Context: an optimization exercise on an open-source flow, tuned for small area and a short achievable clock period. The choices shown serve that exercise and are no tape-out recipe. At most, simulation tests tie the RTL to the original design; equivalence was not proved. For runs 2 to 6, only the layout was checked, not whether the RTL still works. Power and IR drop assume default switching activity.

===== flow/config.mk =====
export PLATFORM = sky130hd
export DESIGN_NAME = cpu_core
export DESIGN_NICKNAME = cpu_core
export VERILOG_FILES = /design/flow/design.v
export SDC_FILE = /design/flow/constraint.sdc
export NUM_CORES = 4
export LEC_CHECK = 0
export CAP_MARGIN = 20
export CORE_MARGIN = 2
export CORE_UTILIZATION = 40
export SLEW_MARGIN = 20

===== flow/design.v =====
module cpu_alu (
    input  wire [1:0] op,
    input  wire [3:0] a,
    input  wire [3:0] b,
    output reg  [7:0] res,
    output reg        z,
    output reg        c
);
    wire [4:0] sum  = {1'b0, a} + {1'b0, b};
    wire [4:0] dif  = {1'b0, a} - {1'b0, b};      
    wire signed [3:0] sa = a;
    wire signed [3:0] sb = b;
    wire signed [7:0] prod = sa * sb;
    wire [3:0] ma = a[3] ? (4'd0 - a) : a;       
    wire [3:0] mb = b[3] ? (4'd0 - b) : b;       
    reg  [3:0] mq;
    always @* begin
        mq = 4'd0;
        if (mb != 4'd0) mq = ma / mb;
    end
    wire [3:0] quot = (a[3] ^ b[3]) ? (4'd0 - mq) : mq;
    always @* begin
        case (op)
            2'd0: begin res = {4'd0, sum[3:0]}; z = (sum[3:0] == 4'd0); c = sum[4];  end
            2'd1: begin res = {4'd0, dif[3:0]}; z = (dif[3:0] == 4'd0); c = ~dif[4]; end
            2'd2: begin res = prod;             z = 1'b0;               c = 1'b0;     end
            default: begin res = {4'd0, quot};  z = 1'b0;               c = 1'b0;     end
        endcase
    end
endmodule
module cpu_core #(
    parameter MAX_CYCLES = 1000,
    parameter CW         = 10           
) (
    input  wire          clk,
    input  wire          rst,           
    input  wire          cfg_fwd_en,    
    input  wire          cfg_cache_en,  
    output wire [7:0]    if_addr,
    input  wire [15:0]   if_rdata,
    output wire [7:0]    d_addr,
    input  wire [7:0]    d_rdata,
    output wire [7:0]    d_wdata,
    output wire          d_we,
    input  wire [3:0]    dbg_sel,
    output wire [7:0]    dbg_x,
    output reg  [8:0]    pc,
    output reg           halted,
    output wire          terminated,
    output reg  [1:0]    fault,         
    output reg           flag_z,
    output reg           flag_c,
    output reg  [7:0]    mar,
    output reg  [7:0]    mdr,
    output reg           stalled,
    output reg           flushed,
    output reg           fwd_active,
    output reg  [3:0]    fwd_reg,
    output wire [7:0]    fwd_value,
    output reg           r0_write_ignored,
    output reg  [CW-1:0] cnt_cycles,
    output reg  [CW-1:0] cnt_instructions,
    output wire [CW-1:0] cnt_hazard_stalls,
    output wire [CW-1:0] cnt_cache_stall_cycles,
    output reg  [CW-1:0] cnt_flushes,
    output reg  [CW-1:0] cnt_forwards,
    output reg  [CW-1:0] cnt_cache_hits,
    output wire [CW-1:0] cnt_cache_misses
);
    localparam OP_LOAD = 4'd1, OP_STORE = 4'd2, OP_JMP = 4'd7, OP_HALT = 4'd8;
    integer i;
    reg fwd_en, cache_en;
    reg [7:0] x [1:15];
    reg       pr_valid;
    reg       pr_executed;
    reg [3:0] pr_opcode;
    reg [3:0] pr_operand;    
    reg [7:0] pr_imm;
    reg [7:0] line_valid;
    reg [4:0] line_tag   [0:7];
    reg [7:0] line_data  [0:7];
    reg [2:0] cache_stall_remaining;
    reg [8:0] hs_cnt;
    reg [7:0] cm_cnt;
    assign cnt_hazard_stalls      = {1'b0, hs_cnt};
    assign cnt_cache_misses       = {2'b00, cm_cnt};
    assign cnt_cache_stall_cycles = {cm_cnt, 2'b00};
    assign terminated = halted & ~pr_valid;
    wire active   = (fault == 2'd0) & ~terminated;
    wire at_cap   = (&cnt_cycles[9:5]) & cnt_cycles[3];
    wire do_cycle = active & ~at_cap;
    wire gate     = (cache_stall_remaining != 3'd0);
    wire exec     = do_cycle & ~gate & pr_valid & ~pr_executed;
    wire is_load  = (pr_opcode == OP_LOAD);
    wire is_store = (pr_opcode == OP_STORE);
    wire is_alu   = (pr_opcode == 4'd3) | (pr_opcode == 4'd4) |
                    (pr_opcode == 4'd5) | (pr_opcode == 4'd6);
    wire is_addsub = (pr_opcode == 4'd3) | (pr_opcode == 4'd4);
    wire is_jmp   = (pr_opcode == OP_JMP);
    wire is_halt  = (pr_opcode == OP_HALT);
    wire [3:0] src2 = pr_operand + 4'd1;
    wire [7:0] xr   = (pr_operand == 4'd0) ? 8'd0 : x[pr_operand];
    wire [3:0] xs   = (src2 == 4'd0)       ? 4'd0 : x[src2][3:0];
    wire [1:0] alu_op = pr_opcode[1:0] + 2'd1;    
    wire [7:0] alu_res;
    wire       alu_z, alu_c;
    cpu_alu u_alu (
        .op  (alu_op),
        .a   (xr[3:0]),
        .b   (xs),
        .res (alu_res),
        .z   (alu_z),
        .c   (alu_c)
    );
    wire [2:0] c_index = pr_imm[2:0];
    wire [4:0] c_tag   = pr_imm[7:3];
    wire       c_hit   = line_valid[c_index] & (line_tag[c_index] == c_tag);
    wire       mem_op  = is_load | is_store;
    wire       c_miss  = exec & cache_en & mem_op & ~c_hit;
    wire [7:0] load_data = (cache_en & c_hit) ? line_data[c_index] : d_rdata;
    assign d_addr  = pr_imm;
    assign d_wdata = xr;
    assign d_we    = exec & is_store;
    wire       jmp_now     = exec & is_jmp;
    wire [8:0] pc_cur      = jmp_now ? {1'b0, pr_imm} : pc;
    wire       halted_next = halted | (exec & is_halt);
    wire       reach_fetch = do_cycle & ~gate & ~c_miss & ~halted_next;
    wire       oob         = pc_cur[8];
    assign if_addr = pc_cur[7:0];
    wire        fwd_store = d_we & (pr_imm == pc[7:0]);
    wire [7:0]  word_lo   = fwd_store ? xr : if_rdata[7:0];
    wire [3:0]  nxt_opcode  = if_rdata[15:12];
    wire [3:0]  nxt_operand = if_rdata[11:8];
    wire        nxt_is_alu  = (nxt_opcode == 4'd3) | (nxt_opcode == 4'd4) |
                              (nxt_opcode == 4'd5) | (nxt_opcode == 4'd6);
    wire need_match = (nxt_operand == pr_operand) |
                      (nxt_is_alu & ((nxt_operand + 4'd1) == pr_operand));
    wire fetch_ok   = reach_fetch & ~oob;
    wire hazard     = fetch_ok & pr_valid & is_load & need_match;
    wire forward    = hazard & fwd_en;
    wire bubble     = hazard & ~fwd_en;
    wire advance    = fetch_ok & ~bubble;
    assign dbg_x = (dbg_sel == 4'd0) ? 8'd0 : x[dbg_sel];
    assign fwd_value = fwd_active ? mdr : 8'd0;
    wire       x_we    = exec & (is_load | is_alu);
    wire [7:0] x_wdata = is_load ? load_data : alu_res;
    always @(posedge clk) begin
        for (i = 1; i < 16; i = i + 1)
            if (rst)
                x[i] <= 8'd0;
            else if (x_we && pr_operand == i)
                x[i] <= x_wdata;
    end
    always @(posedge clk) begin
        if (exec & cache_en & mem_op) begin
            if (~c_hit) line_tag[c_index] <= c_tag;
            if (is_store | ~c_hit)
                line_data[c_index] <= is_load ? d_rdata : xr;
        end
    end
    always @(posedge clk) begin
        if (advance) begin
            pr_opcode  <= if_rdata[15:12];
            pr_operand <= if_rdata[11:8];
            pr_imm     <= word_lo;
        end
    end
    always @(posedge clk) begin
        if (rst) begin
            fwd_en   <= cfg_fwd_en;
            cache_en <= cfg_cache_en;
            line_valid <= 8'd0;
            cache_stall_remaining <= 3'd0;
            pc          <= 9'd0;
            halted      <= 1'b0;
            fault       <= 2'd0;
            flag_z      <= 1'b0;
            flag_c      <= 1'b0;
            mar         <= 8'd0;
            mdr         <= 8'd0;
            pr_valid    <= 1'b0;
            pr_executed <= 1'b0;
            stalled          <= 1'b0;
            flushed          <= 1'b0;
            fwd_active       <= 1'b0;
            fwd_reg          <= 4'd0;
            r0_write_ignored <= 1'b0;
            cnt_cycles       <= {CW{1'b0}};
            cnt_instructions <= {CW{1'b0}};
            hs_cnt           <= 9'd0;
            cnt_flushes      <= {CW{1'b0}};
            cnt_forwards     <= {CW{1'b0}};
            cnt_cache_hits   <= {CW{1'b0}};
            cm_cnt           <= 8'd0;
        end else begin
            stalled          <= bubble;
            flushed          <= jmp_now;
            fwd_active       <= forward;
            fwd_reg          <= forward ? pr_operand : 4'd0;
            r0_write_ignored <= x_we & (pr_operand == 4'd0);
            if (active & at_cap)
                fault <= 2'd2;
            else if (fetch_ok == 1'b0 && reach_fetch)
                fault <= 2'd1;
            if (do_cycle)
                cnt_cycles <= cnt_cycles + 1'b1;
            if (do_cycle & gate)
                cache_stall_remaining <= cache_stall_remaining - 3'd1;
            else if (c_miss)
                cache_stall_remaining <= 3'd4;
            if (exec) begin
                cnt_instructions <= cnt_instructions + 1'b1;
                pr_executed <= 1'b1;
            end
            if (exec & mem_op) begin
                mar <= pr_imm;
                mdr <= is_load ? load_data : xr;
            end
            if (exec & is_addsub) begin
                flag_z <= alu_z;
                flag_c <= alu_c;
            end
            if (jmp_now) begin
                cnt_flushes <= cnt_flushes + 1'b1;
                pr_valid    <= 1'b0;
            end
            if (exec & is_halt)
                halted <= 1'b1;
            if (exec & cache_en & mem_op) begin
                if (c_hit)
                    cnt_cache_hits <= cnt_cache_hits + 1'b1;
                else begin
                    cm_cnt <= cm_cnt + 1'b1;
                    line_valid[c_index] <= 1'b1;
                end
            end
            if (do_cycle & ~gate & ~c_miss & halted_next)
                pr_valid <= 1'b0;
            if (forward)
                cnt_forwards <= cnt_forwards + 1'b1;
            if (bubble) begin
                hs_cnt   <= hs_cnt + 1'b1;
                pr_valid <= 1'b0;
            end
            if (advance) begin
                pr_valid    <= 1'b1;
                pr_executed <= 1'b0;
                pc          <= pc_cur + 9'd1;
            end
        end
    end
endmodule

===== flow/run.sh =====
#!/bin/bash
# synth_recipe.tcl (not shown) runs the flow's synth.tcl, then flattens the netlist and writes it again
# the make line also repeats each setting of config.mk as NAME=value (left out here)
make -C /OpenROAD-flow-scripts/flow DESIGN_CONFIG=/design/flow/config.mk WORK_HOME=/design/flow/orfs CLKGATE_MAP_FILE= SYNTH_SCRIPT=/design/flow/synth_recipe.tcl finish

===== flow/constraint.sdc =====
create_clock -name core_clock -period 13.0 [get_ports {clk}]
set_input_delay 2.6000 -clock core_clock [delete_from_list [all_inputs] [get_ports {clk}]]
set_output_delay 2.6000 -clock core_clock [all_outputs]
set_load 0.01 [all_outputs]

==> flow_metrics.env, run 1 <==
export IMPL_critPathRequiredTime_ns=13.40
export IMPL_fp_dieH_um=224.8
export IMPL_status="no timing/DRC/antenna violations"
export IMPL_start_util_pct=40.69
export IMPL_design_area_um2=23300
export IMPL_clk_path_buf_depth=3
export IMPL_rsz0062_at_grt="false"
export IMPL_num_rows=80
export IMPL_use_met2_pct=41.43
export IMPL_cts_buffers=42
export IMPL_cts_root_buf="clkbuf_16"
export IMPL_ff2ff_path_depth=34
export IMPL_via_per_inst=5.894
export IMPL_routed_wl_um=65690
export IMPL_port_buffers=186
export IMPL_hpwl_um=47270
export IMPL_ys_async_sr_fraction_pct=0
export IMPL_combPwrFrac_pct=41.2
export IMPL_critPathCapture="x[11][2]$_SDFFE_PP0P_"
export IMPL_post_route_min_period_ns=9.209
export IMPL_h_tree_depth=2
export IMPL_yosys_warnings=11
export IMPL_power_leakage_nw=8.237
export IMPL_fin_crit_sh_pct=70.84
export IMPL_overflow=0
export IMPL_ys_seq_elements=363
export IMPL_drv_cap=0
export IMPL_startpoint="pr_operand[2]$_DFFE_PP_"
export IMPL_cts_tree="yes"
export IMPL_top_usage_layer="met2"
export IMPL_num_vias=16560
export IMPL_final_layout_size_suffix_gt1_share_pct=9.402
export IMPL_clk_latency_ns=0.57
export IMPL_worst_setup_path_end_kind="flop"
export IMPL_worstSetupPathType="flop to flop"
export IMPL_wl_per_cell_um=23.38
export IMPL_largest_reg_flops=120
export IMPL_ant_nets=0
export IMPL_core_area_um2=47950
export IMPL_fmax_mhz=108.6
export IMPL_avgSynthCellArea_um2=9.615
export IMPL_maxSlewViolCount=0
export IMPL_cts_sinks=363
export IMPL_syn_cell_area_um2=19510
export IMPL_r2r_end="x[11][2]$_SDFFE_PP0P_"
export IMPL_antenna_found_initial=4
export IMPL_reg2reg_slack_ns=3.79
export IMPL_use_met1_pct=33.94
export IMPL_hold_viol=0
export IMPL_hold_path_depth=2
export IMPL_cp_data_arrival_time_ns=9.61
export IMPL_crit_path_start_kind="flop"
export IMPL_intPower_mw=2.766
export IMPL_tightest_slew_ns=1.125
export IMPL_drc=0
export IMPL_netlist_instances=2029
export IMPL_min_path_type="flop to flop"
export IMPL_dieWidth_um=224.8
export IMPL_skew_ns=0.01913
export IMPL_die_area_um2=50560
export IMPL_synthDistinctLibCells=93
export IMPL_r2r_start="pr_operand[2]$_DFFE_PP_"
export IMPL_power_density_nw_per_um2=194.4
export IMPL_cp_slowest_stage_delay_ns=0.80
export IMPL_crit_fanout=69
export IMPL_grt_use_total_pct=25.42
export IMPL_multiInputGateArea_um2=10190
export IMPL_placed_area_um2=21810
export IMPL_cts_hold_buf=0
export IMPL_yosysSeqAreaShare_pct=43.51
export IMPL_vdd_drop_max_mv=0.1487
export IMPL_cts_resized=0
export IMPL_register_area_um2=8489
export IMPL_tns_ns=0
export IMPL_drtIter0Drc=1459
export IMPL_drtPass1Iterations=7
export IMPL_swShare_pct=38.92
export IMPL_slew_headroom_pct=24.90
export IMPL_top_register="x"
export IMPL_synth_ff_type="dfxtp_1"
export IMPL_seq_power_share_pct=30.7
export IMPL_grt_max_degree=91
export IMPL_switching_power_mw=1.763
export IMPL_synth_edff_count=122
export IMPL_n_fill_cell=4485
export IMPL_fin_nets=2259
export IMPL_clk_pin_slew_ns=0.06
export IMPL_grt_util_met3_pct=4.376
export IMPL_crit_path_top_delay_cell="a21oi_2"
export IMPL_reg_largest_list="x (120), line_data (64), line_tag (40)"
export IMPL_grt_pass1_vias=15800
export IMPL_place_congestion=1.015
export IMPL_post_cts_buffers=0
export IMPL_cpMostUsedCell="ha_1"
export IMPL_grt_pass1_wl_um=98390
export IMPL_setup_violations=0
export IMPL_io_pins=192
export IMPL_clkPwrFrac_pct=28.1
export IMPL_syn2layout_area_growth_pct=19.42
[per-layer routing]
| metal | share of wire, % | up-vias |
|---|---|---|
| met4 | 3.6 | 0 |
| li1 | - | 7638 |
| met2 | 47 | 670 |
| met3 | 7.1 | 168 |
| met1 | 43 | 8085 |
| met5 | 0 | - |
[layout make-up]
type	count	area share [%]
antenna	4	0.04296
clock buffer	60	5.333
timing repair buffer	224	9.221
clock inverter	16	1.020
sequential	363	36.44
inverter	56	0.9023
multi-input combinational	1472	43.74
tap	615	3.303
[through the flow]
stage	std cells	power, mW	utilization, %	setup slack [ns]	hold slack [ns]
after detailed placement	2730	3.233	45.48	4.068	0.4595
after floorplan	2033	2.711	-	5.946	0.4297
after global placement	2730	3.195	45.48	4.299	0.4503
after global routing	2810	4.754	48.59	3.273	0.5042
final	2810	4.529	48.59	3.791	0.4730
after CTS	2806	4.520	48.57	4.032	0.4746
[how the worst min path moves through the flow]
stage	from	endpoint
3_5_place_dp	line_valid[5]$_SDFFE_PP0P_	line_valid[5]$_SDFFE_PP0P_
4_1_cts	line_valid[5]$_SDFFE_PP0P_	line_valid[5]$_SDFFE_PP0P_
3_3_place_gp	cache_stall_remaining[0]$_SDFFE_PP0P_	cache_stall_remaining[0]$_SDFFE_PP0P_
2_1_floorplan	line_valid[1]$_SDFFE_PP0P_	line_valid[1]$_SDFFE_PP0P_
5_1_grt	cache_stall_remaining[0]$_SDFFE_PP0P_	cache_stall_remaining[0]$_SDFFE_PP0P_
6_report	pc[8]$_SDFFE_PP0P_	pc[8]$_SDFFE_PP0P_
[power groups by stage]
stage	Combinational (mW)	Clock, mW	Sequential [mW]
2_1_floorplan	1.35	0	1.36
3_3_place_gp	1.78	0	1.41
3_5_place_dp	1.82	0	1.41
4_1_cts	1.83	1.30	1.39
5_1_grt	2.02	1.34	1.40
6_report	1.87	1.27	1.39
[critical path, delay by kind of cell (launching register included)]
family | cells | cell delay, ns
adders and majority gates | 5 | 1.34
AOI/OAI and AO/OA | 19 | 4.84
and+or+nand+nor | 4 | 0.72
buffers and inverters | 5 | 1.39
DFF | 1 | 0.32
muxes | 1 | 0.39
[cell usage after synthesis (all sizes together) (4+ instances only)]
library cell,n,share of area (%)
nor2,353,6.9
dfxtp,241,25
edfxtp,122,19
nand2,111,2.2
a211oi,106,4.1
a21oi,99,2.6
mux2i,99,5.1
clkbuf,86,1.7
buf,56,1.8
ha,56,3.6
inv,55,1.1
xnor2,49,2.2
nor3,48,1.3
o21ai,47,1.2
xor2,45,2.0
nand3,43,1.2
mux2,32,1.8
a221oi,28,1.3
mux4,27,3.1
nand2b,22,0.71
a22oi,20,0.80
and2,19,0.61
a31oi,18,0.58
and3,16,0.51
nand4,16,0.51
nor2b,16,0.53
nor4,14,0.45
or3,14,0.45
a32oi,13,0.58
fa,12,1.2
nor3b,12,0.46
a21o,11,0.42
a22o,10,0.45
a311oi,9,0.53
o21a,9,0.35
a32o,8,0.41
nand3b,8,0.31
o22ai,8,0.26
or2,8,0.26
o211ai,5,0.22
or4,5,0.19
o221ai,4,0.18
[cells by family after synthesis]
logic type | after synthesis | synth area share (%)
AO/OA/AOI/OAI | 427 | 15.66
multiplexers | 158 | 10.04
flip-flops | 363 | 43.51
buffers and inverters | 198 | 4.502
AND/OR/NAND/NOR | 720 | 17.22
XOR/XNOR | 94 | 4.220
adder cells (fa/ha/maj) | 68 | 4.823
other | 1 | 0.01922
[cell usage in the layout, fill, tap and decap left out, types with 13 or more instances in the layout]
| master | count |
|---|---|
| nor2_1 | 346 |
| dfxtp_1 | 240 |
| clkdlybuf4s50_1 | 185 |
| edfxtp_1 | 122 |
| nand2_1 | 109 |
| a211oi_1 | 106 |
| mux2i_1 | 99 |
| a21oi_1 | 94 |
| ha_1 | 56 |
| inv_1 | 53 |
| xnor2_1 | 49 |
| xor2_1 | 45 |
| clkbuf_16 | 45 |
| nor3_1 | 43 |
| nand3_1 | 42 |
| o21ai_0 | 41 |
| buf_4 | 38 |
| mux2_2 | 28 |
| mux4_2 | 27 |
| a221oi_1 | 26 |
| nand2b_1 | 22 |
| and2_1 | 19 |
| a22oi_1 | 19 |
| a31oi_1 | 18 |
| nand4_1 | 16 |
| and3_1 | 16 |
| nor2b_1 | 15 |
| nor4_1 | 14 |
| or3_1 | 14 |
| a32oi_1 | 13 |
==> run 2, diff against run 1 <==
--- a/flow/design.v
+++ b/flow/design.v
@@ -13,8 +13,15 @@
     wire signed [7:0] prod = sa * sb;
-    wire [3:0] ma = a[3] ? (4'd0 - a) : a;       
-    wire [3:0] mb = b[3] ? (4'd0 - b) : b;       
+    wire [3:0] ma = a[3] ? (4'd0 - a) : a;
+    wire [3:0] mb = b[3] ? (4'd0 - b) : b;
     reg  [3:0] mq;
     always @* begin
-        mq = 4'd0;
-        if (mb != 4'd0) mq = ma / mb;
+        case (mb)
+            4'd1:    mq = ma;
+            4'd2:    mq = {1'b0, ma[3:1]};
+            4'd3:    mq = (ma >= 4'd6) ? 4'd2 : (ma >= 4'd3) ? 4'd1 : 4'd0;
+            4'd4:    mq = {2'b00, ma[3:2]};
+            4'd5, 4'd6, 4'd7, 4'd8:
+                     mq = {3'b000, ma >= mb};
+            default: mq = 4'd0;
+        endcase
     end
@@ -80,3 +87,2 @@
     reg [4:0] line_tag   [0:7];
-    reg [7:0] line_data  [0:7];
     reg [2:0] cache_stall_remaining;
@@ -119,3 +125,3 @@
     wire       c_miss  = exec & cache_en & mem_op & ~c_hit;
-    wire [7:0] load_data = (cache_en & c_hit) ? line_data[c_index] : d_rdata;
+    wire [7:0] load_data = d_rdata;
     assign d_addr  = pr_imm;
@@ -146,15 +152,21 @@
     wire [7:0] x_wdata = is_load ? load_data : alu_res;
+    wire [7:0] x_wdata_r = x_wdata & {8{~rst}};
     always @(posedge clk) begin
         for (i = 1; i < 16; i = i + 1)
-            if (rst)
-                x[i] <= 8'd0;
-            else if (x_we && pr_operand == i)
-                x[i] <= x_wdata;
-    end
-    always @(posedge clk) begin
-        if (exec & cache_en & mem_op) begin
-            if (~c_hit) line_tag[c_index] <= c_tag;
-            if (is_store | ~c_hit)
-                line_data[c_index] <= is_load ? d_rdata : xr;
-        end
+            if (rst | (x_we && pr_operand == i))
+                x[i] <= x_wdata_r;
+    end
+    always @(posedge clk) begin
+        if (c_miss)
+            line_tag[c_index] <= c_tag;
+    end
+    wire c_access = exec & cache_en & mem_op;
+    always @(posedge clk) begin
+        cnt_cycles       <= (cnt_cycles       + {9'd0, do_cycle})         & {CW{~rst}};
+        cnt_instructions <= (cnt_instructions + {9'd0, exec})             & {CW{~rst}};
+        cnt_flushes      <= (cnt_flushes      + {9'd0, jmp_now})          & {CW{~rst}};
+        cnt_forwards     <= (cnt_forwards     + {9'd0, forward})          & {CW{~rst}};
+        cnt_cache_hits   <= (cnt_cache_hits   + {9'd0, c_access & c_hit}) & {CW{~rst}};
+        hs_cnt           <= (hs_cnt           + {8'd0, bubble})           & {9{~rst}};
+        cm_cnt           <= (cm_cnt           + {7'd0, c_miss})           & {8{~rst}};
     end
@@ -187,9 +199,2 @@
             r0_write_ignored <= 1'b0;
-            cnt_cycles       <= {CW{1'b0}};
-            cnt_instructions <= {CW{1'b0}};
-            hs_cnt           <= 9'd0;
-            cnt_flushes      <= {CW{1'b0}};
-            cnt_forwards     <= {CW{1'b0}};
-            cnt_cache_hits   <= {CW{1'b0}};
-            cm_cnt           <= 8'd0;
         end else begin
@@ -204,4 +209,2 @@
                 fault <= 2'd1;
-            if (do_cycle)
-                cnt_cycles <= cnt_cycles + 1'b1;
             if (do_cycle & gate)
@@ -211,3 +214,2 @@
             if (exec) begin
-                cnt_instructions <= cnt_instructions + 1'b1;
                 pr_executed <= 1'b1;
@@ -223,3 +225,2 @@
             if (jmp_now) begin
-                cnt_flushes <= cnt_flushes + 1'b1;
                 pr_valid    <= 1'b0;
@@ -229,8 +230,4 @@
             if (exec & cache_en & mem_op) begin
-                if (c_hit)
-                    cnt_cache_hits <= cnt_cache_hits + 1'b1;
-                else begin
-                    cm_cnt <= cm_cnt + 1'b1;
+                if (~c_hit)
                     line_valid[c_index] <= 1'b1;
-                end
             end
@@ -238,6 +235,3 @@
                 pr_valid <= 1'b0;
-            if (forward)
-                cnt_forwards <= cnt_forwards + 1'b1;
             if (bubble) begin
-                hs_cnt   <= hs_cnt + 1'b1;
                 pr_valid <= 1'b0;
==> flow/flow/run.sh (new file) <==
#!/bin/bash
# Standard ORFS layout (the standard.sh, unchanged synthesis, floorplan,
# power grid and tap cells) with three settings passed to make:
#  - port buffers are buf_1 cells instead of the default choice,
#  - repair_timing aims for extra setup slack so the design is sized for a
#    shorter period than the 13 ns it is signed off at,
#  - smaller clock-tree buffers.
set -euo pipefail
MARGIN=$(cat flow/margin.txt)
bash standard.sh \
  "BUFFER_PORTS_ARGS=-buffer_cell sky130_fd_sc_hd__buf_1" \
  "SETUP_SLACK_MARGIN=${MARGIN}" \
  finish > flow_orfs.log 2>&1
==> flow/flow/margin.txt (new file) <==
6.3
==> flow/standard.sh (new file) <==
#!/bin/bash
# synth_recipe.tcl (not shown) runs the flow's synth.tcl, then flattens the netlist and writes it again
# the make line also repeats each setting of config.mk as NAME=value (left out here)
make -C /OpenROAD-flow-scripts/flow DESIGN_CONFIG=/design/flow/config.mk WORK_HOME=/design/flow/orfs CLKGATE_MAP_FILE= SYNTH_SCRIPT=/design/flow/synth_recipe.tcl "${@:-finish}"
--- a/flow/config.mk
+++ b/flow/config.mk
@@ -7,5 +7,6 @@
 export LEC_CHECK = 0
+export ABC_AREA = 1
 export CAP_MARGIN = 20
 export CORE_MARGIN = 2
-export CORE_UTILIZATION = 40
+export CORE_UTILIZATION = 60
 export SLEW_MARGIN = 20
removed: flow/run.sh
==> flow_metrics.env, run 2 <==
export IMPL_syn2layout_area_growth_pct=14.65
export IMPL_synth_edff_count=178
export IMPL_cts_buffers=29
export IMPL_drv_cap=0
export IMPL_start_util_pct=61.43
export IMPL_synthDistinctLibCells=59
export IMPL_post_route_min_period_ns=6.667
export IMPL_num_rows=59
export IMPL_synth_top_area_share_pct=33.30
export IMPL_dieWidth_um=167.6
export IMPL_tightest_slew_ns=1.164
export IMPL_synthTopCellsByCount="329 x nand2_1, 240 x inv_1, 211 x nor2_1"
export IMPL_fp_dieH_um=167.6
export IMPL_cts_tree="yes"
export IMPL_h_tree_depth=1
export IMPL_fin_nets=2150
export IMPL_power_density_nw_per_um2=287.9
export IMPL_ant_nets=0
export IMPL_cp_data_arrival_time_ns=4.07
export IMPL_reg2reg_slack_ns=6.55
export IMPL_yosysSeqAreaShare_pct=48.39
export IMPL_fin_crit_sh_pct=51.29
export IMPL_skew_ns=0.02392
export IMPL_crit_path_start_kind="primary input"
export IMPL_wl_per_cell_um=20.99
export IMPL_critPathRequiredTime_ns=10.40
export IMPL_drc=0
export IMPL_r2r_end="x[5][5]$_DFFE_PP_"
export IMPL_drtPass1Iterations=5
export IMPL_hold_viol=0
export IMPL_synth_top_area_cell="edfxtp_1"
export IMPL_avgSynthCellArea_um2=8.626
export IMPL_clk_path_buf_depth=3
export IMPL_critPathCapture="dbg_x[1]"
export IMPL_core_area_um2=26130
export IMPL_syn_cell_area_um2=16050
export IMPL_fmax_mhz=150.0
export IMPL_largest_reg_flops=120
export IMPL_die_area_um2=28080
export IMPL_worst_setup_path_end_kind="output port"
export IMPL_grt_use_total_pct=35.29
export IMPL_drtIter0Drc=1646
export IMPL_netlist_instances=1861
export IMPL_netlist_top_cells_area="edfxtp_1 33%, dfxtp_1 15%, nand2_1 7.7%"
export IMPL_ys_async_sr_fraction_pct=0
export IMPL_tns_ns=0
export IMPL_rsz0062_at_grt="true"
export IMPL_io_pins=192
export IMPL_grt_pass1_vias=13380
export IMPL_mostFrequentLayoutCell="nand2_1"
export IMPL_fin_hold_ws_ns=0.4471
export IMPL_ys_seq_elements=299
export IMPL_synth_ff_type="edfxtp_1"
export IMPL_cts_sinks=299
export IMPL_instances_no_fill=2411
export IMPL_synth_most_common_cell="nand2_1"
export IMPL_num_vias=14310
export IMPL_clk_pin_slew_ns=0.06
export IMPL_reg_largest_list="x (120), line_tag (40)"
export IMPL_clk_latency_ns=0.58
export IMPL_cts_root_buf="clkbuf_16"
export IMPL_power_leakage_nw=7.481
export IMPL_vdd_drop_max_mv=0.4362
export IMPL_grt_pass1_wl_um=76810
export IMPL_grt_max_degree=82
export IMPL_worstSetupPathType="primary input to output port"
export IMPL_yosys_warnings=11
export IMPL_min_path_type="flop to flop"
export IMPL_r2r_start="pr_operand[0]$_DFFE_PP_"
export IMPL_antenna_found_initial=2
export IMPL_port_buffers=186
export IMPL_setup_violations=0
export IMPL_crit_fanout=7
export IMPL_maxSlewViolCount=0
export IMPL_ff2ff_path_depth=21
export IMPL_dp_cells=2341
export IMPL_via_per_inst=5.936
export IMPL_routed_wl_um=50610
export IMPL_status="no timing/DRC/antenna violations"
export IMPL_slew_headroom_pct=22.40
export IMPL_startpoint="dbg_sel[2]"
export IMPL_overflow=0
export IMPL_place_congestion=1.012
export IMPL_hpwl_um=36810
export IMPL_top_register="x"
export IMPL_mostFrequentLayoutCells="324 x nand2_1, 230 x inv_1, 193 x nor2_1"
export IMPL_final_layout_size_suffix_gt1_share_pct=11.14
[run 2: cell types whose count changed after synthesis, moves of 72 or more]
cell and delta:
nand2_1 +220, nand3_1 +72, o21ai_0 +89, mux2i_1 -99, a211oi_1 -99, nor2_1 -139, inv_1 +187, dfxtp_1 -120
[run 2: kinds of logic after synthesis]
group                    synth area share, %
AND/OR/NAND/NOR                        22.63
AO/OA/AOI/OAI                          13.41
buffers and inverters                  7.934
flip-flops                             48.39
adder cells (fa/ha/maj)                5.861
XOR/XNOR                               1.746
other                                0.02336
[run 2: worst min path at each step]
| stage | from | to | slack (ns) | cells after the start |
|---|---|---|---|---|
| 2_1_floorplan | line_valid[0]$_SDFFE_PP0P_ | line_valid[0]$_SDFFE_PP0P_ | 0.43 | 2 |
| 3_3_place_gp | line_valid[0]$_SDFFE_PP0P_ | line_valid[0]$_SDFFE_PP0P_ | 0.43 | 2 |
| 3_5_place_dp | hs_cnt[8]$_DFF_P_ | hs_cnt[8]$_DFF_P_ | 0.44 | 1 |
| 4_1_cts | hs_cnt[8]$_DFF_P_ | hs_cnt[8]$_DFF_P_ | 0.45 | 1 |
| 5_1_grt | line_valid[6]$_SDFFE_PP0P_ | line_valid[6]$_SDFFE_PP0P_ | 0.47 | 2 |
| 6_report | hs_cnt[8]$_DFF_P_ | hs_cnt[8]$_DFF_P_ | 0.45 | 1 |
[run 2: what timing repair did]
action                     CTS  global route
gates resized for setup     51            52
pin swaps                    3            14
hold buffers                 0             0
setup buffers                2            11
setup endpoints to repair   23            38
[run 2: critical path, cell delays in order]
cell,delay (ns)
buf_12,0.12
clkinv_8,0.05
nor2_4,0.05
inv_4,0.08
nor2_4,0.06
a32o_1,0.21
a221o_1,0.30
a221oi_4,0.28
a41oi_2,0.15
buf_2,0.17
[run 2: routing by layer]
| metal | routed length [um] | share of wire, % | global-route usage, % | vias up |
|---|---|---|---|---|
| met4 | 2353 | 4.6 | 14.06 | 0 |
| met2 | 23260 | 46 | 57.77 | 808 |
| li1 | - | - | - | 6660 |
| met5 | 0 | 0 | 0 | - |
| met1 | 19690 | 39 | 45.92 | 6664 |
| met3 | 5306 | 10 | 7.800 | 180 |
[run 2: power breakdown]
group          internal [mW]  switching (mW)  total, mW
Clock                  0.461           0.364      0.825
Sequential              1.39           0.326       1.72
Combinational          0.888            1.87       2.76
[run 2: area by class of cell]
cell class	count	area, um^2
tap	335	419.2
multi-input combinational	1253	7330
timing repair buffer	216	987.2
inverter	251	964.7
clock buffer	34	764.5
sequential	299	7767
clock inverter	20	163.9
antenna	3	7.507
fill	2055	7729
[run 2: through the flow]
step	setup WS [ns]	total power [mW]	utilization [%]	cell area [um^2]
after floorplan	6.534	3.483	-	16070
after global placement	5.625	4.307	65.03	17000
after detailed placement	5.593	4.347	65.08	17010
after CTS	6.260	5.200	69.27	18100
after global routing	6.262	5.618	70.41	18400
final	6.333	5.298	70.43	18400
==> run 3, diff against run 2 <==
--- a/flow/design.v
+++ b/flow/design.v
@@ -87,2 +87,3 @@
     reg [4:0] line_tag   [0:7];
+    reg [7:0] line_data  [0:7];
     reg [2:0] cache_stall_remaining;
@@ -125,3 +126,3 @@
     wire       c_miss  = exec & cache_en & mem_op & ~c_hit;
-    wire [7:0] load_data = d_rdata;
+    wire [7:0] load_data = (cache_en & c_hit) ? line_data[c_index] : d_rdata;
     assign d_addr  = pr_imm;
@@ -159,4 +160,7 @@
     always @(posedge clk) begin
-        if (c_miss)
-            line_tag[c_index] <= c_tag;
+        if (exec & cache_en & mem_op) begin
+            if (~c_hit) line_tag[c_index] <= c_tag;
+            if (is_store | ~c_hit)
+                line_data[c_index] <= is_load ? d_rdata : xr;
+        end
     end
==> flow/flow/margin.txt (replaced) <==
6.0
==> flow_metrics.env, run 3 <==
export IMPL_crit_chain="buf_1 > inv_1 > nor2_1 > inv_1 > nor2_2 > nand2_1 > o2111ai_1 > nor4_1 > a211oi_1 > buf_1"
export IMPL_synthTopCellsByCount="385 x nand2_1, 242 x edfxtp_1, 237 x nor2_1"
export IMPL_cp_slowest_stage_delay_ns=0.38
export IMPL_ys_async_sr_fraction_pct=0
export IMPL_path_buf_inv=4
export IMPL_cts_tree="yes"
export IMPL_hold_path_depth=1
export IMPL_via_per_inst=6.018
export IMPL_port_buffers=186
export IMPL_setup_violations=0
export IMPL_crit_path_top_delay_cell="nor2_2"
export IMPL_netlist_instances=2048
export IMPL_ant_nets=0
export IMPL_antenna_found_initial=0
export IMPL_ys_seq_elements=363
export IMPL_cts_buffers=38
export IMPL_combPwrFrac_pct=48.2
export IMPL_grt_use_total_pct=35.25
export IMPL_avgSynthCellArea_um2=9.008
export IMPL_crit_fanout=8
export IMPL_synthDistinctLibCells=60
export IMPL_slew_headroom_pct=21.28
export IMPL_h_tree_depth=2
export IMPL_tightest_slew_ns=1.174
export IMPL_skew_ns=0.02599
export IMPL_mostFrequentLayoutCell="nand2_1"
export IMPL_num_vias=15980
export IMPL_drtIter0Drc=1734
export IMPL_swShare_pct=46.64
export IMPL_syn_cell_area_um2=18450
export IMPL_cp_data_arrival_time_ns=4.32
export IMPL_vdd_drop_max_mv=0.3566
export IMPL_syn2layout_area_growth_pct=12.64
export IMPL_final_layout_size_suffix_gt1_share_pct=8.632
export IMPL_netlist_top_cells_area="edfxtp_1 39%, dfxtp_1 13%, nand2_1 7.8%"
export IMPL_worstSetupPathType="primary input to output port"
export IMPL_crit_family="simple AND/OR/NAND/NOR gates"
export IMPL_synth_edff_count=242
export IMPL_clkPwrFrac_pct=17.8
export IMPL_grt_pass1_vias=14620
export IMPL_design_area_um2=20780
export IMPL_wl_per_cell_um=21.56
export IMPL_yosys_warnings=11
export IMPL_synth_ff_type="edfxtp_1"
export IMPL_crit_cells=10
export IMPL_yosysSeqAreaShare_pct=52.52
export IMPL_n_fill_cell=2440
export IMPL_overflow=0
export IMPL_switching_power_mw=2.779
export IMPL_synth_most_common_cell="nand2_1"
export IMPL_fin_crit_sh_pct=53.20
export IMPL_start_util_pct=60.63
export IMPL_power_density_nw_per_um2=286.8
export IMPL_tns_ns=0
export IMPL_synth_top_area_cell="edfxtp_1"
export IMPL_routed_wl_um=57250
export IMPL_synth_top_area_share_pct=39.39
export IMPL_power_leakage_nw=8.169
export IMPL_grt_pass1_wl_um=84780
export IMPL_num_rows=64
export IMPL_top_register="x"
export IMPL_clk_path_buf_depth=3
export IMPL_dieWidth_um=179.3
export IMPL_io_pins=192
export IMPL_drc=0
export IMPL_place_congestion=1.095
export IMPL_intPower_mw=3.180
export IMPL_min_path_type="flop to flop"
export IMPL_status="no timing/DRC/antenna violations"
export IMPL_clk_pin_slew_ns=0.06
export IMPL_rsz0062_at_grt="true"
export IMPL_critPathRequiredTime_ns=10.40
export IMPL_maxSlewViolCount=0
export IMPL_grt_max_degree=69
export IMPL_ff2ff_path_depth=23
export IMPL_die_area_um2=32160
export IMPL_drtPass1Iterations=5
export IMPL_clk_latency_ns=0.55
export IMPL_fin_nets=2326
export IMPL_hpwl_um=42240
export IMPL_worst_setup_path_end_kind="output port"
export IMPL_placed_area_um2=19460
export IMPL_largest_reg_flops=120
export IMPL_fp_dieH_um=179.3
export IMPL_fmax_mhz=144.6
export IMPL_cts_sinks=363
export IMPL_post_route_min_period_ns=6.916
export IMPL_hold_viol=0
export IMPL_antenna_cells=0
export IMPL_drv_cap=0
export IMPL_reg_largest_list="x (120), line_data (64), line_tag (40)"
export IMPL_crit_path_start_kind="primary input"
export IMPL_seq_power_share_pct=33.9
export IMPL_core_area_um2=30430
export IMPL_cts_root_buf="clkbuf_16"
export IMPL_mostFrequentLayoutCells="385 x nand2_1, 242 x edfxtp_1, 227 x inv_1"
[run 3: metrics by stage]
stage          worst slack [ns]  hold WS [ns]  util, %  cells  power, mW
6_report                  6.084        0.4566    68.29   2655      5.959
5_1_grt                   5.936        0.4718    68.29   2655      6.302
3_5_place_dp              5.692        0.4439    63.95   2581      4.799
2_1_floorplan             6.361        0.4301        -   2052      3.803
3_3_place_gp              5.752        0.4331    63.95   2581      4.746
4_1_cts                   6.022        0.4527    68.08   2651      5.879
[run 3: layout make-up]
cell class / instances / area, um^2 / area share, %
multi-input combinational: 1370 / 7537 / 36.27
inverter: 245 / 930.9 / 4.480
clock buffer: 50 / 1067 / 5.136
sequential: 363 / 9689 / 46.63
tap: 396 / 495.5 / 2.384
clock inverter: 20 / 171.4 / 0.8249
timing repair buffer: 211 / 888.4 / 4.275
[run 3: logic make-up after synthesis]
| kind of cell | Yosys count | synth area share [%] |
|---|---|---|
| simple gates | 864 | 20.58 |
| compound gates | 401 | 13.22 |
| flops | 363 | 52.52 |
| buf+inv | 319 | 7.101 |
| fa+ha+maj | 65 | 4.897 |
| xor+xnor | 35 | 1.662 |
| other cells | 1 | 0.02033 |
[run 3: power groups by stage]
stage	clock [mW]	sequential (mW)	combinational [mW]
global placement	0	2.02	2.72
floorplan	0	1.85	1.95
global route	1.11	2.03	3.17
detailed placement	0	2.02	2.78
finish	1.06	2.02	2.87
CTS	1.07	2.00	2.82
[run 3: per-layer routing]
| layer | vias to the layer above | track usage, % | wire (um) |
|---|---|---|---|
| li1 | 7358 | - | - |
| met1 | 7506 | 46.00 | 21990 |
| met2 | 922 | 57.23 | 26850 |
| met3 | 192 | 5.949 | 5318 |
| met4 | 0 | 17.57 | 3091 |
| met5 | - | 0 | 0 |
[run 3: path summary, 6_finish.rpt]
kind                      startpoint                  to  slack (ns)
max                       dbg_sel[1]            dbg_x[5]        6.08
min                hs_cnt[8]$_DFF_P_   hs_cnt[8]$_DFF_P_        0.46
max reg2reg  pr_operand[0]$_DFFE_PP_  x[11][7]$_DFFE_PP_        6.74
min reg2reg        hs_cnt[8]$_DFF_P_   hs_cnt[8]$_DFF_P_        0.46
[run 3: timing repair]
item / in CTS / in global routing
hold buffers: 0 / 0
endpoints found under the setup margin: 8 / 8
buffers inserted: 0 / 4
gates resized for setup: 8 / 12
==> run 4, diff against run 3 <==
==> flow/flow/margin.txt (replaced) <==
6.5
--- a/flow/config.mk
+++ b/flow/config.mk
@@ -11,2 +11,3 @@
 export CORE_UTILIZATION = 60
+export CTS_BUF_LIST = sky130_fd_sc_hd__clkbuf_8
 export SLEW_MARGIN = 20
==> flow_metrics.env, run 4 <==
export IMPL_slew_headroom_pct=17.31
export IMPL_cpMostUsedCell="buf_12"
export IMPL_drv_cap=0
export IMPL_grt_use_total_pct=35.63
export IMPL_mostFrequentLayoutCells="376 x nand2_1, 242 x edfxtp_1, 235 x inv_1"
export IMPL_fin_util_pct=70.41
export IMPL_hpwl_um=42290
export IMPL_routed_wl_um=58270
export IMPL_register_area_um2=9689
export IMPL_syn2layout_area_growth_pct=16.14
export IMPL_clk_latency_ns=0.62
export IMPL_place_congestion=1.056
export IMPL_via_per_inst=5.917
export IMPL_cts_hold_buf=0
export IMPL_post_route_min_period_ns=6.666
export IMPL_h_tree_depth=2
export IMPL_port_buffers=186
export IMPL_design_area_um2=21420
export IMPL_yosysSeqAreaShare_pct=52.52
export IMPL_p_total_mw=5.839
export IMPL_synth_edff_count=242
export IMPL_mostFrequentLayoutCell="nand2_1"
export IMPL_power_leakage_nw=8.536
export IMPL_crit_family="buffers and inverters"
export IMPL_setup_violations=0
export IMPL_wl_per_cell_um=21.38
export IMPL_grt_max_degree=69
export IMPL_tns_ns=0
export IMPL_antenna_cells=0
export IMPL_maxSlewViolCount=0
export IMPL_worstSetupPathType="primary input to output port"
export IMPL_syn_cell_area_um2=18450
export IMPL_netlist_top_cells_area="edfxtp_1 39%, dfxtp_1 13%, nand2_1 7.8%"
export IMPL_antenna_found_initial=0
export IMPL_drc=0
export IMPL_clk_pin_slew_ns=0.06
export IMPL_min_path_type="flop to flop"
export IMPL_dieWidth_um=179.3
export IMPL_grt_pass1_wl_um=85680
export IMPL_status="no timing/DRC/antenna violations"
export IMPL_fin_crit_sh_pct=51.27
export IMPL_num_rows=64
export IMPL_worst_setup_path_end_kind="output port"
export IMPL_multiInputGateArea_um2=7926
export IMPL_largest_reg_flops=120
export IMPL_fin_hold_ws_ns=0.4545
export IMPL_drtPass1Iterations=6
export IMPL_cts_root_buf="clkbuf_8"
export IMPL_crit_path_start_kind="primary input"
export IMPL_ys_seq_elements=363
export IMPL_n_fill_cell=2428
export IMPL_cp_slowest_stage_delay_ns=0.29
export IMPL_reg_largest_list="x (120), line_data (64), line_tag (40)"
export IMPL_path_buf_inv=5
export IMPL_netlist_instances=2048
export IMPL_grt_pass1_vias=14770
export IMPL_crit_chain="buf_12 > nor2_4 > clkinv_4 > buf_12 > buf_6 > nor3_4 > a221oi_2 > nand3_1 > a2111oi_4 > a211oi_2 > buf_2"
export IMPL_core_area_um2=30430
export IMPL_synth_top_area_cell="edfxtp_1"
export IMPL_cp_data_arrival_time_ns=4.07
export IMPL_cts_sinks=363
export IMPL_synthTopCellsByCount="385 x nand2_1, 242 x edfxtp_1, 237 x nor2_1"
export IMPL_clk_path_buf_depth=3
export IMPL_placed_area_um2=19450
export IMPL_synth_most_common_cell="nand2_1"
export IMPL_num_vias=16120
export IMPL_io_pins=192
export IMPL_synthDistinctLibCells=60
export IMPL_fin_nets=2382
export IMPL_drtIter0Drc=1878
export IMPL_skew_ns=0.01544
export IMPL_synth_ff_type="edfxtp_1"
export IMPL_die_area_um2=32160
export IMPL_critPathRequiredTime_ns=10.40
export IMPL_power_density_nw_per_um2=272.5
export IMPL_crit_fanout=4
export IMPL_top_register="x"
export IMPL_avgSynthCellArea_um2=9.008
export IMPL_hold_viol=0
export IMPL_fp_dieH_um=179.3
export IMPL_rsz0062_at_grt="true"
export IMPL_overflow=0
export IMPL_ant_nets=0
export IMPL_crit_path_top_delay_cell="a211oi_2"
export IMPL_tightest_slew_ns=1.232
export IMPL_vdd_drop_max_mv=0.3580
export IMPL_yosys_warnings=11
export IMPL_cts_tree="yes"
export IMPL_fmax_mhz=150.0
export IMPL_ys_async_sr_fraction_pct=0
export IMPL_synth_top_area_share_pct=39.39
export IMPL_cts_buffers=57
export IMPL_final_layout_size_suffix_gt1_share_pct=13.40
export IMPL_start_util_pct=60.63
[run 4: where the power goes]
group          leakage (nW)  total [mW]  internal (mW)  switching [mW]
clock                 0.610       0.916          0.462           0.454
sequential             3.33        2.03           1.69           0.340
combinational          4.60        2.89          0.895            2.00
total                  8.54        5.84           3.05            2.79
[run 4: what timing repair did]
action                     in CTS  in global routing
gates resized for setup        71                 75
buffers inserted               19                 26
pin swaps                      14                 33
setup endpoints to repair       9                 23
[run 4: kinds of logic after synthesis]
family                     after synthesis  synth area share (%)
AOI/OAI and AO/OA                      401                 13.22
xor gates and xnor gates                35                 1.662
adders and majority gates               65                 4.897
buffers and inverters                  319                 7.101
DFF                                    363                 52.52
other                                    1               0.02033
and+or+nand+nor                        864                 20.58
[run 4: through the flow]
step,setup WS (ns),instances
after floorplan,6.519,2052
after global placement,5.737,2577
after detailed placement,5.709,2577
after CTS,6.304,2699
after global routing,6.288,2725
final,6.334,2725
[run 4: area by class of cell]
type / count / area share (%)
clock buffer: 62 / 3.983
inverter: 245 / 4.474
timing repair buffer: 248 / 5.986
sequential: 363 / 45.23
tap: 396 / 2.313
multi-input combinational: 1370 / 37.00
clock inverter: 41 / 1.022
[run 4: per-layer routing]
metal / share of wire [%] / global-route usage [%] / vias to the layer above
met2: 47 / 58.92 / 904
met3: 8.7 / 5.359 / 198
li1: - / - / 7475
met5: 0.063 / 0.9259 / -
met4: 5.2 / 15.42 / 2
met1: 39 / 46.87 / 7545
[run 4: worst paths after layout]
kind                            from                end  slack [ns]  depth (start not counted)
max reg2reg  pr_operand[0]$_DFFE_PP_  x[2][7]$_DFFE_PP_        6.96                         22
min reg2reg        hs_cnt[8]$_DFF_P_  hs_cnt[8]$_DFF_P_        0.45                          1
min                hs_cnt[8]$_DFF_P_  hs_cnt[8]$_DFF_P_        0.45                          1
max                       dbg_sel[3]           dbg_x[1]        6.33                         11
[run 4: worst reg2reg max path: cells and delay by family (launching register included)]
family	cells	cell delay (ns)
AO/OA/AOI/OAI	2	0.70
XOR/XNOR	2	0.30
adder cells (fa/ha/maj)	5	2.09
buffers and inverters	1	0.05
flip-flops	1	0.74
AND/OR/NAND/NOR	12	1.87
==> run 5, diff against run 4 <==
==> flow/run.sh (new file) <==
#!/bin/bash
# synth_recipe.tcl (not shown) runs the flow's synth.tcl, then flattens the netlist and writes it again
# the make line also repeats each setting of config.mk as NAME=value (left out here)
make -C /OpenROAD-flow-scripts/flow DESIGN_CONFIG=/design/flow/config.mk WORK_HOME=/design/flow/orfs CLKGATE_MAP_FILE= SYNTH_SCRIPT=/design/flow/synth_recipe.tcl finish
--- a/flow/config.mk
+++ b/flow/config.mk
@@ -11,3 +11,3 @@
 export CORE_UTILIZATION = 60
-export CTS_BUF_LIST = sky130_fd_sc_hd__clkbuf_8
+export SETUP_SLACK_MARGIN = 5
 export SLEW_MARGIN = 20
removed: flow/flow/run.sh
removed: flow/flow/margin.txt
removed: flow/standard.sh
==> flow_metrics.env, run 5 <==
export IMPL_cts_root_buf="clkbuf_16"
export IMPL_seq_power_share_pct=33.1
export IMPL_power_density_nw_per_um2=279.7
export IMPL_dieWidth_um=179.3
export IMPL_antenna_found_initial=0
export IMPL_port_buffers=186
export IMPL_ff2ff_path_depth=22
export IMPL_fmax_mhz=128.0
export IMPL_yosysSeqAreaShare_pct=52.52
export IMPL_fin_nets=2318
export IMPL_min_path_type="flop to flop"
export IMPL_start_util_pct=60.63
export IMPL_combPwrFrac_pct=48.8
export IMPL_yosys_warnings=11
export IMPL_avgSynthCellArea_um2=9.008
export IMPL_top_register="x"
export IMPL_via_per_inst=6.091
export IMPL_critPathRequiredTime_ns=10.40
export IMPL_place_congestion=1.130
export IMPL_placed_area_um2=20600
export IMPL_clk_path_buf_depth=3
export IMPL_syn2layout_area_growth_pct=18.63
export IMPL_synthDistinctLibCells=60
export IMPL_reg_largest_list="x (120), line_data (64), line_tag (40)"
export IMPL_crit_fanout=13
export IMPL_hpwl_um=43160
export IMPL_largest_reg_flops=120
export IMPL_hold_viol=0
export IMPL_intPower_mw=3.331
export IMPL_switching_power_mw=2.790
export IMPL_crit_path_top_delay_cell="clkdlybuf4s50_1"
export IMPL_h_tree_depth=2
export IMPL_tns_ns=0
export IMPL_fin_util_pct=71.92
export IMPL_grt_use_total_pct=36.49
export IMPL_slew_headroom_pct=20.30
export IMPL_maxSlewViolCount=0
export IMPL_worstSetupPathType="primary input to output port"
export IMPL_power_leakage_nw=8.597
export IMPL_synth_top_area_cell="edfxtp_1"
export IMPL_io_pins=192
export IMPL_ys_async_sr_fraction_pct=0
export IMPL_rsz0062_at_grt="true"
export IMPL_num_rows=64
export IMPL_cts_tree="yes"
export IMPL_synthTopCellsByCount="385 x nand2_1, 242 x edfxtp_1, 237 x nor2_1"
export IMPL_wl_per_cell_um=22.35
export IMPL_grt_max_degree=69
export IMPL_synth_top_area_share_pct=39.39
export IMPL_fin_crit_sh_pct=60.12
export IMPL_routed_wl_um=59130
export IMPL_setup_violations=0
export IMPL_clk_pin_slew_ns=0.06
export IMPL_design_area_um2=21880
export IMPL_post_route_min_period_ns=7.815
export IMPL_status="no timing/DRC/antenna violations"
export IMPL_post_cts_buffers=0
export IMPL_grt_pass1_vias=14890
export IMPL_drtPass1Iterations=5
export IMPL_crit_chain="clkdlybuf4s50_1 > nor2_1 > inv_1 > nor2_1 > inv_1 > nand2_1 > a221oi_1 > nand3_1 > a2111oi_0 > a211oi_1 > clkdlybuf4s50_1"
export IMPL_netlist_top_cells_area="edfxtp_1 39%, dfxtp_1 13%, nand2_1 7.8%"
export IMPL_num_vias=16120
export IMPL_cp_slowest_stage_delay_ns=0.53
export IMPL_synth_most_common_cell="nand2_1"
export IMPL_netlist_instances=2048
export IMPL_clk_latency_ns=0.53
export IMPL_overflow=0
export IMPL_cp_data_arrival_time_ns=5.22
export IMPL_drc=0
export IMPL_path_buf_inv=4
export IMPL_cts_sinks=363
export IMPL_syn_cell_area_um2=18450
export IMPL_vdd_drop_max_mv=0.4238
export IMPL_core_area_um2=30430
export IMPL_fp_dieH_um=179.3
export IMPL_tightest_slew_ns=1.196
export IMPL_crit_cells=11
export IMPL_crit_family="buffers and inverters"
export IMPL_final_layout_size_suffix_gt1_share_pct=7.733
export IMPL_hold_path_depth=2
export IMPL_swShare_pct=45.58
export IMPL_drtIter0Drc=1832
export IMPL_synth_edff_count=242
export IMPL_die_area_um2=32160
export IMPL_drv_cap=0
export IMPL_clkPwrFrac_pct=18.0
export IMPL_grt_pass1_wl_um=87660
export IMPL_cts_buffers=38
export IMPL_crit_path_start_kind="primary input"
export IMPL_antenna_cells=0
export IMPL_mostFrequentLayoutCell="nand2_1"
export IMPL_synth_ff_type="edfxtp_1"
export IMPL_worst_setup_path_end_kind="output port"
export IMPL_ys_seq_elements=363
export IMPL_ant_nets=0
export IMPL_reg2reg_slack_ns=6.45
export IMPL_skew_ns=0.01607
export IMPL_mostFrequentLayoutCells="385 x nand2_1, 242 x edfxtp_1, 230 x nor2_1"
## run 5: final cells by class
cell class | instances | area, um^2
clock inverter | 10 | 137.6
sequential | 363 | 9689
inverter | 245 | 930.9
clock buffer | 59 | 1131
timing repair buffer | 203 | 1987
tap | 396 | 495.5
multi-input combinational | 1370 | 7513
fill | 2243 | 8544
## run 5: cells by family (layout without fill, tap and decap cells)
family / count (synthesis) / count (layout) / share of synthesized area (%)
AOI/OAI and AO/OA: 401 / 401 / 13.22
xor gates and xnor gates: 35 / 35 / 1.662
adders and majority gates: 65 / 65 / 4.897
buffers and inverters: 319 / 517 / 7.101
DFF: 363 / 363 / 52.52
other: 1 / 5 / 0.02033
and+or+nand+nor: 864 / 864 / 20.58
## run 5: final timing paths
check | start | end
worst max-delay path | dbg_sel[3] | dbg_x[1]
worst min register to register | line_valid[2]$_SDFFE_PP0P_ | line_valid[2]$_SDFFE_PP0P_
worst min-delay path | line_valid[2]$_SDFFE_PP0P_ | line_valid[2]$_SDFFE_PP0P_
worst max register to register | pr_operand[0]$_DFFE_PP_ | x[3][7]$_DFFE_PP_
## run 5: per-stage QoR
step / hold WS, ns / instances / setup WS, ns / power (mW)
final: 0.4560 / 2646 / 5.185 / 6.121
after global routing: 0.4765 / 2646 / 4.954 / 6.458
after CTS: 0.4515 / 2646 / 4.992 / 6.044
after detailed placement: 0.4424 / 2577 / 4.961 / 4.928
after global placement: 0.4350 / 2577 / 4.973 / 4.849
after floorplan: 0.4301 / 2052 / 6.361 / 3.803
## run 5: repair_timing
action / in CTS / in global routing
endpoints found under the setup margin: 1 / 6
hold buffers: 0 / 0
resized for setup: 2 / 5
## run 5: layer usage
| metal | vias up | GRT usage, % | part of all wire, % |
|---|---|---|---|
| met5 | - | 0 | 0 |
| met4 | 0 | 15.42 | 4.9 |
| met3 | 202 | 6.603 | 9.7 |
| met2 | 941 | 60.84 | 48 |
| met1 | 7632 | 47.07 | 38 |
| li1 | 7341 | - | - |
## run 5: worst reg2reg max path, stage by stage (launching register included)
cell and delay (ns):
edfxtp_1 0.78, inv_2 0.14, nor2_1 0.82, nand3_1 0.22, nand2_1 0.13, nor2_1 0.05
nand2_1 0.05, nor2_1 0.06, nor2_4 0.21, nand2_1 0.12, fa_1 0.51, fa_1 0.51
inv_1 0.05, fa_1 0.46, ha_1 0.24, fa_1 0.38, nand2_1 0.09, nand2_1 0.06
a21oi_1 0.15, xnor2_1 0.15, xor2_1 0.20, nand2_1 0.10, a21oi_2 0.73
## run 5: power groups by stage
stage,sequential (mW),clock (mW),combinational [mW]
finish,2.03,1.10,2.99
global route,2.03,1.16,3.27
CTS,2.00,1.11,2.94
detailed placement,2.02,0,2.91
global placement,2.02,0,2.83
floorplan,1.85,0,1.95
==> run 6, diff against run 5 <==
--- a/flow/config.mk
+++ b/flow/config.mk
@@ -7,6 +7,5 @@
 export LEC_CHECK = 0
-export ABC_AREA = 1
 export CAP_MARGIN = 20
 export CORE_MARGIN = 2
-export CORE_UTILIZATION = 60
+export CORE_UTILIZATION = 40
 export SETUP_SLACK_MARGIN = 5
==> flow_metrics.env, run 6 <==
export IMPL_synth_most_common_cell="edfxtp_1"
export IMPL_intPower_mw=3.810
export IMPL_p_total_mw=6.803
export IMPL_drtIter0Drc=1433
export IMPL_synth_edff_count=242
export IMPL_mostFrequentLayoutCells="242 x edfxtp_1, 187 x nor2_1, 184 x clkdlybuf4s50_1"
export IMPL_top_register="x"
export IMPL_port_buffers=186
export IMPL_synth_top_area_share_pct=38.12
export IMPL_skew_ns=0.02714
export IMPL_ys_seq_elements=363
export IMPL_fin_nets=1956
export IMPL_place_congestion=0.9272
export IMPL_ant_nets=0
export IMPL_cts_tree="yes"
export IMPL_pre_cts_slack_ns=4.594
export IMPL_cts_root_buf="clkbuf_16"
export IMPL_drv_cap=0
export IMPL_synth_compound_area_share_pct=12.82
export IMPL_rsz0062_at_grt="false"
export IMPL_crit_fanout=35
export IMPL_yosys_warnings=11
export IMPL_design_area_um2=22680
export IMPL_ys_async_sr_fraction_pct=0
export IMPL_clk_latency_ns=0.57
export IMPL_multiInputGateArea_um2=8583
export IMPL_crit_family="buffers and inverters"
export IMPL_mostFrequentLayoutCell="edfxtp_1"
export IMPL_hpwl_um=42320
export IMPL_final_layout_size_suffix_gt1_share_pct=10.95
export IMPL_slew_headroom_pct=27.03
export IMPL_crit_cells=9
export IMPL_setup_violations=0
export IMPL_overflow=0
export IMPL_antenna_found_initial=0
export IMPL_crit_path_start_kind="primary input"
export IMPL_power_density_nw_per_um2=299.9
export IMPL_tns_ns=0
export IMPL_netlist_top_cells_area="edfxtp_1 38%, dfxtp_1 13%, nor2_1 3.7%"
export IMPL_io_pins=192
export IMPL_synth_ff_type="edfxtp_1"
export IMPL_reg_largest_list="x (120), line_data (64), line_tag (40)"
export IMPL_synthDistinctLibCells=103
export IMPL_worstSetupPathType="primary input to output port"
export IMPL_critPathRequiredTime_ns=10.40
export IMPL_syn_cell_area_um2=19060
export IMPL_routed_top_layer="met4"
export IMPL_num_rows=79
export IMPL_cpMostUsedCell="clkdlybuf4s50_1"
export IMPL_placed_area_um2=21270
export IMPL_grt_pass1_wl_um=90210
export IMPL_dieWidth_um=222.3
export IMPL_fp_dieH_um=222.3
export IMPL_switching_power_mw=2.994
export IMPL_clkPwrFrac_pct=16.8
export IMPL_register_area_um2=9691
export IMPL_status="no timing/DRC/antenna violations"
export IMPL_worst_setup_path_end_kind="output port"
export IMPL_wl_met1_um=25260
export IMPL_grt_max_degree=102
export IMPL_via_per_inst=5.856
export IMPL_ff2ff_path_depth=16
export IMPL_vdd_drop_max_mv=0.1752
export IMPL_die_area_um2=49420
export IMPL_h_tree_depth=2
export IMPL_grt_pass1_vias=14170
export IMPL_power_leakage_nw=8.261
export IMPL_cts_sinks=363
export IMPL_synth_xor_area_share_pct=4.174
export IMPL_grt_use_total_pct=24.02
export IMPL_fmax_mhz=127.2
export IMPL_muxShareOfSynthArea_pct=8.125
export IMPL_seq_power_share_pct=30.4
export IMPL_min_path_type="flop to flop"
export IMPL_tightest_slew_ns=1.091
export IMPL_combPwrFrac_pct=52.9
export IMPL_crit_path_top_delay_cell="clkdlybuf4s50_1"
export IMPL_fin_hold_ws_ns=0.4551
export IMPL_cp_slowest_stage_delay_ns=0.63
export IMPL_cp_data_arrival_time_ns=5.26
export IMPL_synth_top_area_cell="edfxtp_1"
export IMPL_clk_path_buf_depth=3
export IMPL_start_util_pct=40.77
export IMPL_swShare_pct=44.00
export IMPL_timing_final_ws_setup_ns=5.136
export IMPL_netlist_instances=1713
export IMPL_drtPass1Iterations=6
export IMPL_core_area_um2=46750
export IMPL_crit_chain="clkdlybuf4s50_1 > buf_6 > nor2b_4 > nor2b_1 > a32oi_1 > nand3_1 > a21oi_1 > a311oi_2 > clkdlybuf4s50_1"
export IMPL_maxSlewViolCount=0
export IMPL_wl_per_cell_um=24.25
export IMPL_cts_buffers=41
export IMPL_fin_crit_sh_pct=60.49
export IMPL_n_fill_cell=4245
export IMPL_synthSimpleGateAreaFrac_pct=14.72
export IMPL_path_buf_inv=3
export IMPL_synthTopCellsByCount="242 x edfxtp_1, 189 x nor2_1, 121 x dfxtp_1"
export IMPL_yosysSeqAreaShare_pct=50.83
export IMPL_routed_wl_um=60560
export IMPL_synth_top_family_by_area="simple AND/OR/NAND/NOR gates"
export IMPL_cts_hold_buf=0
export IMPL_hold_path_depth=2
export IMPL_hold_viol=0
export IMPL_post_route_min_period_ns=7.864
export IMPL_largest_reg_flops=120
export IMPL_synth_adder_area_share_pct=4.739
export IMPL_num_vias=14620
export IMPL_met3_wirelength_um=4700
export IMPL_antenna_cells=0
export IMPL_syn2layout_area_growth_pct=18.99
export IMPL_wl_met2_um=28620
export IMPL_avgSynthCellArea_um2=11.13
export IMPL_drc=0
export IMPL_clk_pin_slew_ns=0.06
-- run 6: changes by cell type after synthesis, sizes merged, moves of 29 or more --
cell,previous run,this run
nor2b,0,36
mux2i,0,52
buf,30,60
nor2,266,190
nand3,119,61
and3,0,29
mux2,0,31
mux4,0,30
inv,240,58
nand2,412,104
o21ai,147,48
-- run 6: layout make-up --
cell class / count / area share (%)
Inverter: 59 / 0.9928
Tap cell: 607 / 3.348
Multi-Input combinational cell: 1177 / 37.84
Timing Repair Buffer: 217 / 9.344
Clock inverter: 14 / 0.6839
Clock buffer: 60 / 5.074
Sequential cell: 363 / 42.72
-- run 6: routing by layer --
| layer | vias to the layer above | GRT usage [%] |
|---|---|---|
| met5 | - | 0 |
| met4 | 0 | 8.784 |
| li1 | 6626 | - |
| met2 | 693 | 39.04 |
| met1 | 7198 | 32.11 |
| met3 | 106 | 4.337 |
-- run 6: kinds of logic after synthesis --
family,after synthesis
AO/OA/AOI/OAI,348
AND/OR/NAND/NOR,556
adder cells (fa/ha/maj),65
other,1
flip-flops,363
buffers and inverters,177
XOR/XNOR,90
multiplexers,113
-- run 6: worst paths after layout --
check,slack [ns],from,to
setup / recovery,5.14,dbg_sel[2],dbg_x[3]
hold / removal,0.46,mar[3]$_SDFFE_PP0P_,mar[3]$_SDFFE_PP0P_
setup reg to reg,6.00,pr_operand[0]$_DFFE_PP_,x[8][5]$_DFFE_PP_
hold reg to reg,0.46,mar[3]$_SDFFE_PP0P_,mar[3]$_SDFFE_PP0P_
-- run 6: timing repair --
| action | in CTS | in global routing |
|---|---|---|
| endpoints found under the setup margin | 7 | 6 |
| hold endpoints to repair | 0 | 0 |
| gates resized for setup | 8 | 5 |
| pin swaps | 0 | 1 |
| setup buffers | 4 | 0 |
-- run 6: worst register-to-register path: cells and delay by family, from the launching register on --
family                     cells  cell delay, ns
adders and majority gates      5            2.06
AOI/OAI and AO/OA              3            0.87
buffers and inverters          2            0.84
xor gates and xnor gates       1            0.25
DFF                            1            0.52
and+or+nand+nor                5            2.10
-- run 6: metrics by stage --
stage	util (%)	instances
2_1_floorplan	-	1717
5_1_grt	48.52	2497
3_5_place_dp	45.50	2418
6_report	48.52	2497
3_3_place_gp	45.50	2418
4_1_cts	48.43	2496
-- run 6: power groups by stage --
| stage | clock network [mW] | logic, mW | registers [mW] |
|---|---|---|---|
| floorplan | 0 | 2.54 | 1.89 |
| global placement | 0 | 3.48 | 2.10 |
| detailed placement | 0 | 3.54 | 2.08 |
| CTS | 1.16 | 3.57 | 2.07 |
| global route | 1.21 | 3.95 | 2.08 |
| finish | 1.14 | 3.60 | 2.07 |

==> afterwards: timing with drivers on the ports <==
The flow's constraints put no driver on any port. The routed layouts listed below were extracted and timed again, unchanged, in two steps. Step 1 sets driving cells, clkbuf_16 on the clock port and buf_2 on the other inputs (assumed; they add their load-dependent delay and slew). Step 2 moves the port delays by t, midway between the first and last clock arrival at a register: inputs arrive t later, outputs are due t later. That takes back most of the time a late clock gives input paths. Slacks: ideal ports / drivers / drivers and shift; pairs: ideal ports / drivers.
run | shift t [ns] | setup WS [ns] | hold slack, ns | slew at the worst register clock pin (ns) | pins driven straight from the clock port
run 1 | 0.617 | 3.791 / 3.791 / 3.791 | 0.473 / 0.473 / 0.473 | 0.07 / 0.07 | 1
run 2 | 0.621 | 6.333 / 6.276 / 6.276 | 0.447 / 0.447 / 0.447 | 0.07 / 0.07 | 1
run 3 | 0.587 | 6.084 / 6.056 / 6.056 | 0.457 / 0.457 / 0.457 | 0.07 / 0.07 | 1
run 4 | 0.667 | 6.334 / 6.280 / 6.280 | 0.454 / 0.454 / 0.454 | 0.07 / 0.07 | 1
run 5 | 0.572 | 5.185 / 5.159 / 5.159 | 0.456 / 0.456 / 0.456 | 0.07 / 0.07 | 1
run 6 | 0.617 | 5.136 / 5.109 / 5.109 | 0.455 / 0.455 / 0.455 | 0.06 / 0.06 | 1
After both steps every run listed still meets setup and hold. The setup slack of run 2, which loses most, moves by -0.057 ns with the drivers and by -0.057 ns with both steps.
